This is an optimization exercise on Yosys and OpenROAD, whose aim is small area, a short achievable clock period and few clock cycles, not a production implementation. Where RTL was checked, it was by simulation tests only, not by an equivalence proof against the original. No activity file was given, so power comes from the tool's default toggle rates.

Setup of v6:
## ssdv_recoder
module ssdv_recoder (
    input  wire        clk,
    input  wire        rst,
    input  wire        in_valid,
    output wire        in_ready,
    input  wire [1:0]  in_op,
    input  wire [11:0] in_coef,
    input  wire [7:0]  in_qs,
    input  wire [7:0]  in_qd,
    input  wire [1:0]  in_comp,
    input  wire        in_rb,
    input  wire        in_dec,
    output reg         out_valid,
    input  wire        out_ready,
    output reg  [7:0]  out_byte
);
Size: roughly 48 I/O pins, ~34000 um^2 of cells after synthesis.
Settings: LEC_CHECK=0, CAP_MARGIN=20, CORE_MARGIN=2, CORE_UTILIZATION=40, PLACE_DENSITY=0.6, SETUP_SLACK_MARGIN=3.6, SLEW_MARGIN=20, SYNTH_MEMORY_MAX_BITS=65536, TNS_END_PERCENT=5; clock period 8.0 ns.
run.sh (not shown) runs the stock make flow with config.mk's settings and CLKGATE_MAP_FILE= SYNTH_SCRIPT=/design/flow/synth_recipe.tcl, a recipe that flattens the netlist after the stock synthesis.
Testbench counts of v6, summed over its fixed seeds: cycles 22,094.
Here is what was changed in the inputs of v7 compared with v6.
--- a/flow/design.v
+++ b/flow/design.v
@@ -182,22 +182,25 @@
     localparam [3:0] T_AC = 4'd0, T_ACL = 4'd1, T_EOB = 4'd2, T_SYNC = 4'd3,
                      T_INIT = 4'd4;   
     wire stall;
     assign in_ready = !stall;
     wire adv = !stall;
     reg  [5:0]  k;
     reg         decb;
     reg  [15:0] dcs0, dcs1, dcs2;
     wire        is_dc  = (k == 6'd0);
     wire [15:0] v16    = {{4{in_coef[11]}}, in_coef};
-    wire [15:0] dcs_c  = (in_comp == 2'd0) ? dcs0 : (in_comp == 2'd1) ? dcs1 : dcs2;
-    wire [15:0] dc_abs = (decb && in_rb) ? v16 : (dcs_c + v16);
+    wire [15:0] dcs_s0 = dcs0 + v16;
+    wire [15:0] dcs_s1 = dcs1 + v16;
+    wire [15:0] dcs_s2 = dcs2 + v16;
+    wire [15:0] dcs_sc = (in_comp == 2'd0) ? dcs_s0 : (in_comp == 2'd1) ? dcs_s1 : dcs_s2;
+    wire [15:0] dc_abs = (decb && in_rb) ? v16 : dcs_sc;
     wire [15:0] xb     = is_dc ? dc_abs : v16;
     reg  [3:0]  b_tag;
     always @(*) begin
         case (in_op)
             OP_COEF: b_tag = is_dc ? {1'b1, in_rb, in_comp} : (k == 6'd63) ? T_ACL : T_AC;
             OP_EOB:  b_tag = T_EOB;
             OP_SYNC: b_tag = T_SYNC;
             default: b_tag = T_INIT | {3'd0, in_dec};
         endcase
     end
--- outcome ---
When v7 is set beside v6, its combinational power turns out to be about 6% larger.
Compared with v6, v7 shows a total nets after synthesis that is 33 lower.
Relative to v6, the overall power consumption measured on v7 has increased by a few percent.
On post-synthesis instance area, the lower figure sits with v7, not v6.
Delta (v7 minus v6): placeable core region lower, cell-internal power moved up, placement row count now sits at about the same level.
Function not checked in v7: the RTL went through the layout flow alone.

Setup of run Y:
ssdv_recoder, a different RTL version from the one above (not shown whole).
Size: ~3800 cells after synthesis, about 48 I/O pins, about 34000 um2 of cells after synthesis.
clock: 8.0 ns
lec_check: 0
cap_margin: 20
core_margin: 2
core_utilization: 40
place_density: 0.6
setup_slack_margin: 3.0
slew_margin: 20
synth_memory_max_bits: 65536
tns_end_percent: 10
Testbench counts of run Y, summed over its fixed seeds: cycles 22,021.
## Diff of input files: run H against run Y
--- a/flow/design.v
+++ b/flow/design.v
@@ -361,25 +361,22 @@
     wire        g_isdc  = ftag[3];
     wire [1:0]  g_comp  = ftag[1:0];
     wire        g_rb    = ftag[2];
     wire [11:0] g_nd    = (g_comp == 2'd0) ? ndd0 : (g_comp == 2'd1) ? ndd1 : ndd2;
     wire [11:0] g_m12   = {1'b0, fmag} ^ {12{fneg}};
     wire [11:0] g_e     = g_m12 + ((!decg && g_rb) ? 12'd0 : g_nd) + {11'd0, fneg};
     wire [11:0] g_newnd = ({1'b0, fmag} ^ {12{!fneg}}) + {11'd0, !fneg};
-    wire [10:0] g_u     = g_e[10:0] ^ {11{g_e[11]}};
-    wire        g_mask  = &(g_u[9:0] | ~g_u[10:1]);
-    wire [3:0]  g_dsize = size_of(g_u) + {3'd0, g_e[11] && g_mask};
-    wire [10:0] g_dvb   = g_e[11] ? (g_e[10:0] - 11'd1) : g_e[10:0];
-    wire [3:0]  g_size  = g_isdc ? g_dsize : size_of(fmag);
-    wire [10:0] g_vb    = g_isdc ? g_dvb : (fmag ^ {11{fneg}});
+    wire [10:0] g_eabs  = g_e[10:0] ^ {11{g_e[11]}};
+    wire [10:0] g_m     = g_isdc ? (g_eabs + {10'd0, g_e[11]}) : fmag;
+    wire        g_n     = g_isdc ? g_e[11] : fneg;
     reg         gv;
     reg  [3:0]  gtag;
-    reg  [10:0] gvb;           
+    reg  [10:0] gm;
+    reg         gn;
     reg  [3:0]  gsize;
-    reg         gpush;         
     always @(posedge clk) begin
         if (rst) begin
             gv <= 1'b0; decg <= 1'b0;
             ndd0 <= 12'd0; ndd1 <= 12'd0; ndd2 <= 12'd0;
         end else if (adv) begin
             gv <= fv;
             if (fv && g_isdc) begin
@@ -389,16 +386,15 @@
             end
             if (fv && ftag[3:1] == 3'b010) begin
                 decg <= ftag[0];
                 ndd0 <= 12'd0; ndd1 <= 12'd0; ndd2 <= 12'd0;
             end
         end
         if (adv) begin
-            gtag <= ftag; gvb <= g_vb; gsize <= g_size;
-            gpush <= !(ftag[3:1] == 3'b010) && !(ftag == T_AC && fmag == 11'd0);
+            gtag <= ftag; gm <= g_m; gn <= g_n; gsize <= size_of(g_m);
         end
     end
     reg         dech;
     reg         g;             
     reg  [5:0]  run;
     wire        h_isdc = gtag[3];
     wire        h_gch  = (gtag[1:0] != 2'd0);
@@ -406,28 +402,27 @@
     wire        h_acl  = (gtag == T_ACL);
     wire        h_eob  = (gtag == T_EOB);
     wire        h_sync = (gtag == T_SYNC);
     wire        h_init = (gtag[3:1] == 3'b010);
     wire        h_zero = (gsize == 4'd0);
     wire        h_zrl  = h_ac && !h_zero && (run >= 6'd16);
     wire        h_g    = h_isdc ? h_gch : g;
-    wire [10:0] h_vb   = gvb & ~(11'h7FF << gsize);
+    wire [10:0] h_vb   = (gn ? ~gm : gm) & ~(11'h7FF << gsize);
     wire [4:0]  rom_len;
     wire [15:0] rom_code;
     ssdv_huff_rom u_rom (.ac(!h_isdc), .chroma(h_g),
                          .run(h_isdc ? 4'd0 : run[3:0]), .size(gsize),
                          .len(rom_len), .code(rom_code));
     reg         pv;
     reg  [4:0]  plen;
     reg  [25:0] pbits;
     reg  [W-1:0] acc;
     reg  [5:0]  cnt;
-    reg  [5:0]  ncnt;          
     reg         zpend;
-    wire        room    = ({1'b0, plen} <= ncnt);
+    wire        room    = ({1'b0, cnt} + {1'b0, plen}) <= W;
     wire        p_hold  = pv && !room;
     wire        p_take  = pv && room;
     wire [2:0]  h_pad   = 3'd0 - (cnt[2:0] + (p_take ? plen[2:0] : 3'd0));
     reg         h_push;
     reg  [4:0]  h_len;
     reg  [25:0] h_bits;
     always @(*) begin
@@ -448,15 +443,15 @@
             h_push = 1'b1;
             h_len  = {2'd0, h_pad};
             h_bits = {19'd0, ~(7'h7F << h_pad)};
         end
     end
     wire        init_ok = !pv && (cnt < 6'd8);
     wire        h_done  = !gv || (h_init ? init_ok :
-                                  (h_zrl ? 1'b0 : (!gpush || !p_hold)));
+                                  (h_zrl ? 1'b0 : (!h_push || !p_hold)));
     assign stall = !h_done;
     always @(posedge clk) begin
         if (rst) begin
             dech <= 1'b0; g <= 1'b0; run <= 6'd0;
         end else if (gv) begin
             if (h_isdc) begin
                 if (!p_hold) begin
@@ -479,30 +474,29 @@
             end else if (h_init) begin
                 if (init_ok) dech <= gtag[0];
             end
         end
     end
     wire        out_free = !out_valid || out_ready;
     wire        pop      = out_free && !zpend && (cnt >= 6'd8);
-    wire [5:0]  amt      = ncnt - {1'b0, plen};
+    wire [5:0]  amt      = W[5:0] - cnt - {1'b0, plen};
     wire [W+25:0] placed = {{W{1'b0}}, pbits} << amt;
     wire [W-1:0] acc_or  = p_take ? (acc | placed[W-1:0]) : acc;
     always @(posedge clk) begin
         if (rst) begin
-            pv <= 1'b0; acc <= {W{1'b0}}; cnt <= 6'd0; ncnt <= W[5:0]; zpend <= 1'b0;
+            pv <= 1'b0; acc <= {W{1'b0}}; cnt <= 6'd0; zpend <= 1'b0;
             out_valid <= 1'b0; out_byte <= 8'd0;
         end else begin
             if (!p_hold) begin
-                pv    <= gv && gpush;
+                pv    <= gv && h_push;
                 plen  <= h_len;
                 pbits <= h_bits;
             end
             acc <= pop ? {acc_or[W-9:0], 8'd0} : acc_or;
             cnt <= cnt - (pop ? 6'd8 : 6'd0) + (p_take ? {1'b0, plen} : 6'd0);
-            ncnt <= ncnt + (pop ? 6'd8 : 6'd0) - (p_take ? {1'b0, plen} : 6'd0);
             if (out_free) begin
                 if (zpend) begin
                     out_valid <= 1'b1;
                     out_byte  <= 8'h00;
                     zpend     <= 1'b0;
                 end else if (cnt >= 6'd8) begin
                     out_valid <= 1'b1;
==> comparison <==
- Cell area | run H vs run Y | run H larger
- Run Y → run H: total chip power has decreased, number of flip-flops and latches in the synthesized netlist has decreased.
- Compared with run Y, run H shows a higher global-route wire length before repair.
- Synthesized area delta (run H -> run Y): insignificant
- Of run H and run Y, it is run H that has the lower relative contribution of combinational cells to total power.
- Run H against run Y: adder-cell share of the synthesized area roughly the same, top fanout value on the critical path has decreased, clock period minus worst slack higher, core utilization shows an increase of 0.39 points.
- Taking run Y as the reference point, the first-iteration DRC count of run H falls by 4.8%.
- Run Y -> run H: maximum number of pins on one net before global-route repair increased by more than 10%
- In the metrics for run H and run Y, the one carrying the lower share of power burned in the clock network is run Y.
Testbench counts of run H, summed over its fixed seeds: cycles 22,021.

ssdv_recoder, a different RTL version from the one above (not shown whole).
Size in the first run: about 410 flip-flops, about 34000 um^2 of cells after synthesis.
// ssdv_recoder
module ssdv_recoder (
    input  wire        clk,
    input  wire        rst,
    input  wire        in_valid,
    output wire        in_ready,
    input  wire [1:0]  in_op,
    input  wire [11:0] in_coef,
    input  wire [7:0]  in_qs,
    input  wire [7:0]  in_qd,
    input  wire [1:0]  in_comp,
    input  wire        in_rb,
    input  wire        in_dec,
    output reg         out_valid,
    input  wire        out_ready,
    output reg  [7:0]  out_byte
);
    localparam OP_COEF = 2'd0, OP_EOB = 2'd1, OP_SYNC = 2'd2, OP_INIT = 2'd3;
    localparam W = 40;             
    localparam [3:0] T_AC = 4'd0, T_ACL = 4'd1, T_EOB = 4'd2, T_SYNC = 4'd3,
                     T_INIT = 4'd4;   
    wire stall;
    assign in_ready = !stall;
    wire adv = !stall;
    reg  [5:0]  k;
    reg         decb;
    reg  [15:0] dcs0, dcs1, dcs2;
    wire        is_dc  = (k == 6'd0);
    wire [15:0] v16    = {{4{in_coef[11]}}, in_coef};
    wire [15:0] dcs_c  = (in_comp == 2'd0) ? dcs0 : (in_comp == 2'd1) ? dcs1 : dcs2;
    wire [15:0] dc_abs = (decb && in_rb) ? v16 : (dcs_c + v16);
    wire [15:0] xb     = is_dc ? dc_abs : v16;
    reg  [3:0]  b_tag;
    always @(*) begin
        case (in_op)
            OP_COEF: b_tag = is_dc ? {1'b1, in_rb, in_comp} : (k == 6'd63) ? T_ACL : T_AC;
            OP_EOB:  b_tag = T_EOB;
            OP_SYNC: b_tag = T_SYNC;
            default: b_tag = T_INIT | {3'd0, in_dec};
        endcase
    end
    reg         bv;
    reg  [3:0]  btag;
    reg  [15:0] bx;            
    reg         bneg;
    reg  [7:0]  bqs, bqd;
    always @(posedge clk) begin
  ...
Settings: LEC_CHECK=0, CAP_MARGIN=20, CORE_MARGIN=2, CORE_UTILIZATION=40, PLACE_DENSITY=0.6, SETUP_SLACK_MARGIN=3.6, SLEW_MARGIN=20, SYNTH_MEMORY_MAX_BITS=65536, TNS_END_PERCENT=5; clock period 8.0 ns.
Testbench counts at the start, summed over its fixed seeds: cycles 22,021.
Rerun with:
--- a/flow/design.v
+++ b/flow/design.v
@@ -182,22 +182,25 @@
     localparam [3:0] T_AC = 4'd0, T_ACL = 4'd1, T_EOB = 4'd2, T_SYNC = 4'd3,
                      T_INIT = 4'd4;   
     wire stall;
     assign in_ready = !stall;
     wire adv = !stall;
     reg  [5:0]  k;
     reg         decb;
     reg  [15:0] dcs0, dcs1, dcs2;
     wire        is_dc  = (k == 6'd0);
     wire [15:0] v16    = {{4{in_coef[11]}}, in_coef};
-    wire [15:0] dcs_c  = (in_comp == 2'd0) ? dcs0 : (in_comp == 2'd1) ? dcs1 : dcs2;
-    wire [15:0] dc_abs = (decb && in_rb) ? v16 : (dcs_c + v16);
+    wire [15:0] dcs_s0 = dcs0 + v16;
+    wire [15:0] dcs_s1 = dcs1 + v16;
+    wire [15:0] dcs_s2 = dcs2 + v16;
+    wire [15:0] dcs_sc = (in_comp == 2'd0) ? dcs_s0 : (in_comp == 2'd1) ? dcs_s1 : dcs_s2;
+    wire [15:0] dc_abs = (decb && in_rb) ? v16 : dcs_sc;
     wire [15:0] xb     = is_dc ? dc_abs : v16;
     reg  [3:0]  b_tag;
     always @(*) begin
         case (in_op)
             OP_COEF: b_tag = is_dc ? {1'b1, in_rb, in_comp} : (k == 6'd63) ? T_ACL : T_AC;
             OP_EOB:  b_tag = T_EOB;
             OP_SYNC: b_tag = T_SYNC;
             default: b_tag = T_INIT | {3'd0, in_dec};
         endcase
     end
@@ -487,21 +490,21 @@
         end
     end
     wire        out_free = !out_valid || out_ready;
     wire        pop      = out_free && !zpend && (cnt >= 6'd8);
     wire [5:0]  amt      = ncnt - {1'b0, plen};
     wire [W+25:0] placed = {{W{1'b0}}, pbits} << amt;
     wire [W-1:0] acc_or  = p_take ? (acc | placed[W-1:0]) : acc;
     always @(posedge clk) begin
         if (rst) begin
             pv <= 1'b0; acc <= {W{1'b0}}; cnt <= 6'd0; ncnt <= W[5:0]; zpend <= 1'b0;
-            out_valid <= 1'b0; out_byte <= 8'd0;
+            out_valid <= 1'b0;
         end else begin
             if (!p_hold) begin
                 pv    <= gv && gpush;
                 plen  <= h_len;
                 pbits <= h_bits;
             end
             acc <= pop ? {acc_or[W-9:0], 8'd0} : acc_or;
             cnt <= cnt - (pop ? 6'd8 : 6'd0) + (p_take ? {1'b0, plen} : 6'd0);
             ncnt <= ncnt + (pop ? 6'd8 : 6'd0) - (p_take ? {1'b0, plen} : 6'd0);
             if (out_free) begin
Effect: Via count came out higher by 1.6%; synthesized area is about the same; global-route usage hardly moves; register-to-register slack got worse by 0.18 ns; hold slack got worse by 0.0042 ns; synthesized cell count came out higher by 1.1%; final area came out higher by about 1.1%; wire length came out lower by about 0.7%; clock power came out higher by about 2%; combinational power came out higher by about 5%; power came out higher by about 4%.
Testbench counts after the change, summed over its fixed seeds: cycles 22,021.

ember:
Starting RTL as in the previous note.
Settings: LEC_CHECK=0, CAP_MARGIN=20, CORE_MARGIN=2, CORE_UTILIZATION=40, PLACE_DENSITY=0.6, SETUP_SLACK_MARGIN=3.3, SLEW_MARGIN=20, SYNTH_MEMORY_MAX_BITS=65536, TNS_END_PERCENT=5; clock period 8.0 ns.
Testbench counts of ember, summed over its fixed seeds: cycles 22,021.
The inputs of sierra differ from those of ember as listed below.
--- a/flow/design.v
+++ b/flow/design.v
@@ -258,52 +258,47 @@
         pp[9] = {16'd0, bqd[7:1]};
     end
     wire [45:0] c_l1a = csa(pp[0], pp[1], pp[2]);
     wire [45:0] c_l1b = csa(pp[3], pp[4], pp[5]);
     wire [45:0] c_l1c = csa(pp[6], pp[7], pp[8]);
     wire [45:0] c_l2a = csa(c_l1a[22:0], c_l1a[45:23], c_l1b[22:0]);
     wire [45:0] c_l2b = csa(c_l1b[45:23], c_l1c[22:0], c_l1c[45:23]);
     wire [45:0] c_l3  = csa(c_l2a[22:0], c_l2a[45:23], c_l2b[22:0]);
     wire [45:0] c_l4  = csa(c_l3[22:0], c_l3[45:23], c_l2b[45:23]);
     wire [45:0] c_l5  = csa(c_l4[22:0], c_l4[45:23], pp[9]);
-    wire [8:0]  c_lo  = {1'b0, c_l5[7:0]} + {1'b0, c_l5[30:23]};
     reg         cv;
     reg  [3:0]  ctag;
-    reg  [7:0]  clo;           
-    reg         cci;           
-    reg  [14:0] cs, cc;        
+    reg  [22:0] cs, cc;
     reg  [7:0]  cqd;
     reg         cneg;
     always @(posedge clk) begin
         if (rst) cv <= 1'b0;
         else if (adv) cv <= bv;
         if (adv) begin
-            ctag <= btag; clo <= c_lo[7:0]; cci <= c_lo[8];
-            cs <= c_l5[22:8]; cc <= c_l5[45:31]; cqd <= bqd; cneg <= bneg;
+            ctag <= btag; cs <= c_l5[22:0]; cc <= c_l5[45:23]; cqd <= bqd; cneg <= bneg;
         end
     end
     function [9:0] div4;       
         input [7:0] r; input [1:0] b; input [7:0] d; input [9:0] d3;
         reg [9:0] sh; reg [10:0] t1, t2, t3;
         begin
             sh = {r, b};
             t1 = {1'b0, sh} - {3'b0, d};
             t2 = {1'b0, sh} - {2'b0, d, 1'b0};
             t3 = {1'b0, sh} - {1'b0, d3};
             if (!t3[10])      div4 = {2'd3, t3[7:0]};
             else if (!t2[10]) div4 = {2'd2, t2[7:0]};
             else if (!t1[10]) div4 = {2'd1, t1[7:0]};
             else              div4 = {2'd0, sh[7:0]};
         end
     endfunction
-    wire [14:0] d_nh  = cs + cc + {14'd0, cci};
-    wire [22:0] d_n   = {d_nh, clo};
+    wire [22:0] d_n   = cs + cc;
     wire        d_sat = (d_n[22:10] >= {5'd0, cqd});
     wire [9:0]  d_3   = {2'd0, cqd} + {1'b0, cqd, 1'b0};
     wire [9:0]  d_s0  = div4(d_n[17:10], d_n[9:8], cqd, d_3);
     reg         dv;
     reg  [3:0]  dtag;
     reg  [7:0]  drem;
     reg  [7:0]  dlo;
     reg  [1:0]  dq;
     reg         dsat;
     reg  [7:0]  dqd;
sierra finished every step from synthesis to the final layout, and the layout passed the timing, DRC and antenna checks.
Delta (sierra minus ember): part of the total power dissipated in sequential elements -0.4 points, number of flops mapped to enable cells by yosys now larger, post-cts gate resize count saw an increase, floorplan row count moved up.
Re tap cell count: sierra is about 0.9% up on ember.
Looking at critical path's slowest cell, the sky130_fd_sc_hd__a311oi_4 result is from sierra; the sky130_fd_sc_hd__edfxtp_1 one comes from ember.
Total power, sierra and ember: lower on ember
NOTE area of the die ember->sierra increased slightly
Total routing resource utilization after global routing in sierra vs ember: up 0.23 points
sierra against ember: clock transition time at the flip-flop clock pins of the worst setup and hold paths did not really move; number of filler cells placed in the layout went up.
Of sierra and ember, it is sierra that has the lower area share of fa/ha/maj cells after synthesis.
Testbench counts of sierra, summed over its fixed seeds: cycles 22,021.

## static timing again, ports no longer ideal
In the flow no input, the clock included, has a driving cell. The finished layouts below were timed again as built, in two steps. Step 1, drivers: a clkbuf_16 drives clk and a buf_2 each remaining input, both assumed. Step 2, shift: input delay + t, output delay - t, t = (earliest + latest rising clock arrival at the registers) / 2. This alone moves slack from input paths to output paths. Slacks: no drivers / after step 1 / after step 2; pairs: no drivers / after step 1.
run	t (ns)	setup WS [ns]	pins driven straight from the clock port
v6	0.667	3.365 / 3.298 / 2.968	1
v7	0.653	3.467 / 3.403 / 2.998	1
run Y	0.666	3.106 / 3.119 / 2.483	1
run H	0.673	3.053 / 2.995 / 2.587	1
the first run of note 3	0.655	3.461 / 3.428 / 2.854	1
the second run of note 3	0.649	3.328 / 3.328 / 2.947	1
ember	0.655	3.312 / 3.255 / 2.818	1
sierra	0.654	3.220 / 3.157 / 2.885	1
After both steps setup and hold are still met in every run listed. The setup slack of run Y, which loses most, moves by +0.013 ns with the drivers and by -0.623 ns with both steps.
